Source: an optimization exercise on an open RTL-to-GDS flow (aim: small area). Production flows keep margins and buffers that such runs may drop.
Function not checked in this run: the RTL went through the layout flow alone.

$ cat flow/design.v
module dhtdec (
    input  wire        clk,
    input  wire        rst,         
    input  wire        variant,     
    input  wire        pin_i,       
    output wire        pin_o,
    output wire        pin_oe,
    output wire        pin_pu,
    input  wire        cmd_valid,
    input  wire [3:0]  cmd_op,
    output wire [1:0]  cmd_ack,
    output wire        rsp_valid,
    output wire [63:0] rsp_data,
    output wire        done_valid,
    output wire [2:0]  done_code,
    output wire        busy
);
    localparam [21:0] MIN_PERIOD = 22'd3000000;
    reg [3:0]  phase;
    reg [14:0] tmr;
    reg [5:0]  bitidx;
    reg [31:0] bits;
    reg        mism;
    reg [2:0]  last_result;
    reg [39:0] last_frame;
    reg [21:0] last_ok_time;
    reg        last_ok_valid;
    reg [21:0] now;
    genvar i;
    wire idle   = (phase == 4'd0);
    wire ph1    = (phase == 4'd1);
    wire ph2    = (phase == 4'd2);
    wire ph3    = (phase == 4'd3);
    wire ph4    = (phase == 4'd4);
    wire ph5    = (phase == 4'd5);
    wire ph6    = (phase == 4'd6);
    wire ph7    = (phase == 4'd7);
    wire ph8    = (phase == 4'd8);
    wire ph9    = (phase == 4'd9);
    wire ph10   = (phase == 4'd10);
    function automatic hitk(input [14:0] t, input [14:0] k);
        hitk = ((t & k) == k);
    endfunction
    wire hit_low  = variant ? hitk(tmr, 15'd1999) : hitk(tmr, 15'd17999);
    wire is_wait  = ph4 | ph5 | ph6 | ph7 | ph9;
    wire wait_lvl = ph4 | ph6 | ph9;
    wire exit_w   = is_wait & (pin_i != wait_lvl);
    wire hit      = ph1 |
                    (ph2 & hit_low) |
                    (ph3 & hitk(tmr, 15'd29)) |
                    (ph4 & hitk(tmr, 15'd40)) |
                    ((ph5 | ph6) & hitk(tmr, 15'd100)) |
                    (ph7 & hitk(tmr, 15'd75)) |
                    (ph8 & hitk(tmr, 15'd39)) |
                    (ph9 & hitk(tmr, 15'd50));
    wire timed    = ph1 | ph2 | ph3 | ph8;
    wire adv_t    = timed & hit;
    wire fail     = is_wait & !exit_w & hit;
    wire last_bit = hitk({9'd0, bitidx}, 15'd39);
    wire sample   = ph8 & hit;
    wire [7:0] b0 = bits[31:24];
    wire [7:0] b1 = bits[23:16];
    wire [7:0] b2 = bits[15:8];
    wire [7:0] b3 = bits[7:0];
    wire [7:0] s1, c1, s2, c2, sum;
    wire [8:0] c3;
    generate
        for (i = 0; i < 8; i = i + 1) begin : g_csa
            assign s1[i] = b0[i] ^ b1[i] ^ b2[i];
            assign c1[i] = (b0[i] & b1[i]) | (b0[i] & b2[i]) | (b1[i] & b2[i]);
            if (i == 0) begin : g0
                assign s2[i] = s1[i] ^ b3[i];
                assign c2[i] = s1[i] & b3[i];
            end else begin : gn
                assign s2[i] = s1[i] ^ c1[i-1] ^ b3[i];
                assign c2[i] = (s1[i] & c1[i-1]) | (s1[i] & b3[i]) | (c1[i-1] & b3[i]);
            end
        end
        assign c3[0] = 1'b0;
        assign c3[1] = 1'b0;
        assign sum[0] = s2[0];
        for (i = 1; i < 8; i = i + 1) begin : g_fin
            assign sum[i]  = s2[i] ^ c2[i-1] ^ c3[i];
            assign c3[i+1] = (s2[i] & c2[i-1]) | (s2[i] & c3[i]) | (c2[i-1] & c3[i]);
        end
    endgenerate
    wire exp_bit = sum[~bitidx[2:0]];
    wire bad_bit = pin_i ^ exp_bit;
    wire [22:0] bw;
    wire [21:0] el;
    wire [22:0] lt;
    assign bw[0] = 1'b0;
    assign lt[6] = 1'b0;
    generate
        for (i = 0; i < 22; i = i + 1) begin : g_rl
            assign bw[i+1] = (~now[i] & last_ok_time[i]) | (~(now[i] ^ last_ok_time[i]) & bw[i]);
            assign el[i]   = now[i] ^ last_ok_time[i] ^ bw[i];
            if (i >= 6) begin : g_lt
                if (MIN_PERIOD[i]) begin : g1
                    assign lt[i+1] = ~el[i] | lt[i];
                end else begin : g0
                    assign lt[i+1] = ~el[i] & lt[i];
                end
            end
        end
    endgenerate
    wire rate_limited = last_ok_valid & lt[22];
    wire        cv       = cmd_valid & !rst;
    wire        read_cmd = cmd_valid & (cmd_op == 4'd1);
    wire        start    = read_cmd & idle & !rate_limited;
    wire        cmd_done = cv & (cmd_op == 4'd1) & idle & rate_limited;
    wire        csum_ok  = !mism;
    wire        seq_done = fail | ph10;
    wire        commit   = ph10 & csum_ok;
    wire [2:0]  seq_code = ph10 ? (csum_ok ? 3'd0 : 3'd5) :
                           ph4 ? 3'd1 : ph5 ? 3'd2 : ph6 ? 3'd3 : 3'd4;
    reg [3:0] phase_n;
    always @(*) begin
        phase_n = phase;
        if (idle) begin
            if (start) phase_n = 4'd1;
        end else if (seq_done) begin
            phase_n = 4'd0;
        end else if (adv_t) begin
            phase_n = phase + 4'd1;
        end else if (exit_w) begin
            if (ph9) phase_n = last_bit ? 4'd10 : 4'd7;
            else     phase_n = phase + 4'd1;
        end
    end
    wire [15:0] tc;
    wire [14:0] tmr_inc;
    assign tc[0] = 1'b1;
    wire [22:0] nc;
    wire [21:0] now_inc;
    assign nc[0] = 1'b1;
    wire [6:0] ic;
    wire [5:0] idx_inc;
    assign ic[0] = 1'b1;
    generate
        for (i = 0; i < 15; i = i + 1) begin : g_ti
            assign tmr_inc[i] = tmr[i] ^ tc[i];
            assign tc[i+1]    = tmr[i] & tc[i];
        end
        for (i = 0; i < 22; i = i + 1) begin : g_ni
            assign now_inc[i] = now[i] ^ nc[i];
            assign nc[i+1]    = now[i] & nc[i];
        end
        for (i = 0; i < 6; i = i + 1) begin : g_ii
            assign idx_inc[i] = bitidx[i] ^ ic[i];
            assign ic[i+1]    = bitidx[i] & ic[i];
        end
    endgenerate
    always @(posedge clk) begin
        if (idle | adv_t | exit_w) tmr <= 15'd0;
        else                       tmr <= tmr_inc;
        if (sample & !bitidx[5]) bits <= {bits[30:0], pin_i};
        if (sample & bitidx[5])  mism <= bad_bit | (mism & (bitidx[2:0] != 3'd0));
        if (commit) begin
            last_frame   <= {bits, sum};
            last_ok_time <= now;
        end
        if (rst) begin
            phase         <= 4'd0;
            bitidx        <= 6'd0;
            last_result   <= 3'd0;
            last_ok_valid <= 1'b0;
            now           <= 22'd0;
        end else begin
            now   <= now_inc;
            phase <= phase_n;
            if (seq_done)
                bitidx <= 6'd0;
            else if (ph9 & exit_w & !last_bit)
                bitidx <= idx_inc;
            if (seq_done)
                last_result <= seq_code;
            if (commit)
                last_ok_valid <= 1'b1;
        end
    end
    wire [7:0]  f0 = last_frame[39:32];
    wire [7:0]  f2 = last_frame[23:16];
    wire [14:0] mag = last_frame[22:8];
    wire        neg = last_frame[23];
    wire [10:0] h10, t10;
    wire [8:0]  hc, tcy;
    assign h10[0] = 1'b0;  assign h10[1] = f0[0];  assign h10[2] = f0[1];
    assign t10[0] = 1'b0;  assign t10[1] = f2[0];  assign t10[2] = f2[1];
    assign hc[0] = 1'b0;
    assign tcy[0] = 1'b0;
    generate
        for (i = 0; i < 8; i = i + 1) begin : g_x10
            if (i < 6) begin : gf
                assign h10[i+3] = f0[i] ^ f0[i+2] ^ hc[i];
                assign hc[i+1]  = (f0[i] & f0[i+2]) | (f0[i] & hc[i]) | (f0[i+2] & hc[i]);
                assign t10[i+3] = f2[i] ^ f2[i+2] ^ tcy[i];
                assign tcy[i+1] = (f2[i] & f2[i+2]) | (f2[i] & tcy[i]) | (f2[i+2] & tcy[i]);
            end else begin : gh
                assign h10[i+3] = f0[i] ^ hc[i];
                assign hc[i+1]  = f0[i] & hc[i];
                assign t10[i+3] = f2[i] ^ tcy[i];
                assign tcy[i+1] = f2[i] & tcy[i];
            end
        end
    endgenerate
    wire [15:0] hum0  = {4'd0, hc[8], h10};
    wire [15:0] temp0 = {4'd0, tcy[8], t10};
    wire [15:0] mor;
    wire [15:0] temp1;
    assign mor[0] = 1'b0;
    generate
        for (i = 0; i < 15; i = i + 1) begin : g_neg
            assign temp1[i] = mag[i] ^ (neg & mor[i]);
            assign mor[i+1] = mor[i] | mag[i];
        end
    endgenerate
    assign temp1[15] = neg & mor[15];
    wire ok      = cv & !cmd_op[3];
    wire s_res   = ok & (cmd_op[2:0] == 3'd2);
    wire s_hum   = ok & (cmd_op[2:0] == 3'd3) & last_ok_valid;
    wire s_temp  = ok & (cmd_op[2:0] == 3'd4) & last_ok_valid;
    wire s_frame = ok & (cmd_op[2:0] == 3'd5) & last_ok_valid;
    wire s_time  = ok & (cmd_op[2:0] == 3'd6) & last_ok_valid;
    wire s_stat  = ok & (cmd_op[2:0] == 3'd7);
    wire s_hum0  = s_hum & !variant;
    wire s_hum1  = s_hum & variant;
    wire s_temp0 = s_temp & !variant;
    wire s_temp1 = s_temp & variant;
    wire [12:0] status_image = {bitidx, phase, variant, last_ok_valid, !idle};
    assign rsp_valid = ok & (cmd_op[2:1] != 2'b00);
    assign rsp_data  = ({64{s_res}}   & {61'd0, last_result}) |
                       ({64{s_hum0}}  & {48'd0, hum0}) |
                       ({64{s_hum1}}  & {48'd0, last_frame[39:24]}) |
                       ({64{s_temp0}} & {48'd0, temp0}) |
                       ({64{s_temp1}} & {{48{temp1[15]}}, temp1}) |
                       ({64{s_frame}} & {24'd0, last_frame}) |
                       ({64{s_time}}  & {42'd0, last_ok_time}) |
                       ({64{s_stat}}  & {51'd0, status_image});
    assign cmd_ack = !cv ? 2'd0 :
                     cmd_op[3] ? 2'd3 :
                     ((cmd_op[2:0] == 3'd1) & !idle) ? 2'd2 : 2'd1;
    assign done_valid = !rst & (seq_done | cmd_done);
    assign done_code  = rst ? 3'd0 : seq_done ? seq_code : cmd_done ? last_result : 3'd0;
    assign pin_oe = ph1 | ph2 | ph3;
    assign pin_o  = !ph2;
    assign pin_pu = 1'b1;
    assign busy   = !idle;
endmodule
$ cat flow/flow/run.sh
#!/bin/bash
# Own layout flow: the standard ORFS flow (standard.sh, unchanged
# synthesis), with small port buffers and a clock tree of small buffers.
set -euo pipefail
export BUFFER_PORTS_ARGS="-buffer_cell sky130_fd_sc_hd__buf_1"
export CTS_ARGS="-sink_clustering_enable -repair_clock_nets -dont_use_dummy_load -buf_list {sky130_fd_sc_hd__clkbuf_8} -root_buf sky130_fd_sc_hd__clkbuf_8 -sink_clustering_size 20"
bash standard.sh > standard.log 2>&1
$ cat flow/standard.sh
#!/bin/bash
# synth_recipe.tcl (not shown) runs the flow's synth.tcl, then flattens the netlist and writes it again
# the make line also repeats each setting of config.mk as NAME=value (left out here)
make -C /OpenROAD-flow-scripts/flow DESIGN_CONFIG=/design/flow/config.mk WORK_HOME=/design/flow/orfs CLKGATE_MAP_FILE= SYNTH_SCRIPT=/design/flow/synth_recipe.tcl "${@:-finish}"
$ cat flow/config.mk
export PLATFORM = sky130hd
export DESIGN_NAME = dhtdec
export DESIGN_NICKNAME = dhtdec
export VERILOG_FILES = /design/flow/design.v
export SDC_FILE = /design/flow/constraint.sdc
export NUM_CORES = 4
export LEC_CHECK = 0
export CAP_MARGIN = 20
export CORE_MARGIN = 2
export CORE_UTILIZATION = 40
export PLACE_DENSITY = 0.6
export SLEW_MARGIN = 20
$ cat flow/constraint.sdc
create_clock -name core_clock -period 10.0 [get_ports {clk}]
set_input_delay 2.0000 -clock core_clock [delete_from_list [all_inputs] [get_ports {clk}]]
set_output_delay 2.0000 -clock core_clock [all_outputs]
set_load 0.01 [all_outputs]
==> results.txt <==
==> placed cells by master, fill, tap and decap left out, drive strengths merged, types with 7 or more instances in the layout <==
cell type / count
nor2b: 25
o211ai: 12
fa: 43
a21o: 20
a222oi: 16
dfxtp: 51
clkbuf: 17
o21ai: 21
nor3: 8
nor4: 9
xor2: 9
nor2: 34
and2: 19
nand2: 35
ha: 55
a21oi: 20
edfxtp: 95
nand3: 7
buf: 92
xnor2: 15
inv: 83
==> final cells by class <==
cell class | instances | area share
repair buffers | 92 | 0.0427
multi-input cells | 433 | 0.428
well taps | 270 | 0.0376
flip-flops and latches | 146 | 0.431
clock buffers | 17 | 0.0260
inverters | 83 | 0.0347
==> registers in the layout, indices dropped and copies added, names as in the netlist <==
name	flops
phase	4
last_ok_valid	1
tmr	15
bits	32
now	22
mism	1
last_frame	40
last_ok_time	22
last_result	3
bitidx	6
==> metrics by stage <==
stage / cells / instance area (sq um)
after floorplan: 713 / 8290
after global placement: 1024 / 8740
after detailed placement: 1024 / 8740
after CTS: 1041 / 8970
after global routing: 1041 / 8990
final: 1041 / 8990
==> worst max-delay path by stage <==
stage | from | to | slack [ps] | cells past startpoint
after floorplan | last_ok_time[1] | done_code[2] | 1380 | 34
after global placement | last_ok_time[1] | done_code[2] | 640 | 35
after detailed placement | last_ok_time[1] | done_code[2] | 500 | 35
after CTS | last_ok_time[1] | done_code[2] | 20 | 35
after global routing | last_ok_time[1] | done_code[2] | 60 | 35
final | last_ok_time[1] | done_code[2] | 510 | 35
==> cell families (layout without fill, tap and decap cells) <==
group	after synthesis	after routing	synth area share
other cells	1	1	0.000452
buf+inv	134	192	0.0742
compound gates	134	134	0.118
fa+ha+maj	98	98	0.187
simple gates	164	164	0.107
xor+xnor	26	26	0.0308
mux	10	10	0.0155
flops	146	146	0.467
==> report_power, final <==
| group | internal, mW | switching, mW |
|---|---|---|
| Combinational | 0.0300 | 0.0681 |
| Sequential | 0.639 | 0.00738 |
| Clock | 0.150 | 0.190 |
==> timing repair <==
item                                    4_1_cts  5_1_grt
hold endpoints to repair                      0        0
setup buffers                                 0        0
resized for setup                             0        9
hold buffers                                  0        0
endpoints found under the setup margin        0        4
==> critical path: cells and delay by family (launching register included) <==
| kind | cells | cell delay [ps] |
|---|---|---|
| fa+ha+maj | 16 | 4530 |
| buf+inv | 9 | 660 |
| simple gates | 3 | 470 |
| flops | 1 | 400 |
| compound gates | 7 | 1000 |
==> metal layers <==
| layer | GRT usage | wire, microns | up-vias |
|---|---|---|---|
| met5 | 0 | 0 | - |
| met3 | 0.0355 | 1080 | 21 |
| met4 | 0.0538 | 355 | 0 |
| li1 | - | - | 2605 |
| met1 | 0.265 | 9290 | 2694 |
| met2 | 0.268 | 8550 | 177 |
==> impl_metrics.json <==
{
  "clk_pin_slew_ps": 70,
  "crit_slowest_cell": "fa_1",
  "firstDrtPassIters": 8,
  "synth_ff_type": "edfxtp_1",
  "grt_remaining_overflow": 0,
  "r2r_start": "last_ok_time[1]",
  "required_ps": 8000,
  "numCtsBuffers": 17,
  "cp-start-kind": "register",
  "place_ws_ps": 497,
  "fillers": 1931,
  "rsz0062_at_grt": "no",
  "fmax_mhz": 105,
  "setup-tns-final_ps": 0,
  "regArea_sq_um": 3870,
  "irDropWorstVdd_uv": 63.4,
  "wl_microns": 19300,
  "grt_max_degree": 65,
  "via_per_inst": 5.28,
  "hold_depth": 1,
  "power_per_cell_area_nw_per_um2": 121,
  "arrival_ps": 7490,
  "fin_skew_ps": 35.0,
  "r2r_cells": 34,
  "vias": 5497,
  "path_common_cell": "fa_1",
  "drc": 0,
  "reg2reg_slack_ps": 3030,
  "worstMarginPinSlew_ps": 987,
  "reg2reg_to": "phase[0]",
  "yosys-top-cells-area": "edfxtp_1, dfxtp_1, fa_1, ha_1, inv_1",
  "leakage_nw": 3.69,
  "area_growth_pct": 8.39,
  "antennaDiodeCount": 0,
  "cts.sinks": 146,
  "hold_path.class": "reg2reg",
  "fin_crit_ps": 9490,
  "ioPinCount": 84,
  "critPathKind": "reg2out",
  "hold_path.startpoint": "now[0]",
  "grt_first_pass_wirelength_microns": 30000,
  "io_buffers": 82,
  "wl_per_cell_microns": 18.5,
  "fin_util": 0.443,
  "antenna_left": 0,
  "yosysMostFrequentCell": "edfxtp_1",
  "htree_levels": 4,
  "cp_slowest_stage_delay_ps": 420,
  "crit_path_max_fanout": 4,
  "first_iter_violations": 590,
  "gp_congestion": 0.860,
  "synth-async-reset-ratio": 0,
  "die_y_microns": 148,
  "synth-seq-cells": 146,
  "status": "timing/DRC/antenna clean",
  "seq_area_frac_synth": 0.467,
  "relSlewSlack": 0.339,
  "drv_cap": 0,
  "netlist_area_sq_um": 8290,
  "synth_nets": 820,
  "netlist.area_leader.share": 0.344,
  "row_count": 52,
  "hold_viol": 0,
  "root_buffer": "clkbuf_8",
  "fp.dieW_microns": 148,
  "synth.avg_cell_area_sq_um": 11.6,
  "dp_hpwl_microns": 14500,
  "core-area_sq_um": 20300,
  "synthCells": 713,
  "cts_tree": "built",
  "setup_violations": 0,
  "synth_warnings": 1,
  "grt_usage": 0.179,
  "multi_input_area_sq_um": 3850,
  "worst_hold_slack_ps": 453,
  "clockBufferDepth": 2,
  "synth_area_leader_cell": "edfxtp_1",
  "dieArea_sq_um": 21900,
  "power_mw": 1.08,
  "fin_nets": 880,
  "fin_ws_ps": 513,
  "finalMaxSlewViolations": 0,
  "synth_edf_count": 95,
  "drive_gt1_frac": 0.0661,
  "endpoint_kind": "output pin",
  "holdPathEnd": "now[0]",
  "synth_top_cells_by_count": "edfxtp_1, inv_1, ha_1",
  "period_share": 0.949,
  "antenna_found_initial": 0,
  "yosysUniqueCellTypes": 65,
  "start_util": 0.408,
  "clock_latency_ps": 450,
  "grt_pass1_vias": 5217
}

## re-timing with driven ports
How much do the figures lean on ideal ports? The routed layout below was timed once more, with nothing changed but the port constraints.
Step 1: set_driving_cell puts a clkbuf_16 on clk and a buf_2 on each other input, an assumption about the parent block.
Step 2 also shifts input and output timing later by t, the mid clock arrival at the registers, as if the neighbouring blocks saw the same clock.
Slacks: no drivers / after step 1 / after step 2; pairs: no drivers / after step 1.
t (ns): 0.477
setup slack, ns: 0.513 / 0.471 / 0.948
hold slack, ns: 0.453 / 0.453 / 0.453
cell pins on the clock port's net: 1
After both steps this run still meets setup and hold. For this run, drivers alone change the setup slack by -0.042 ns; drivers and shift together by +0.435 ns.
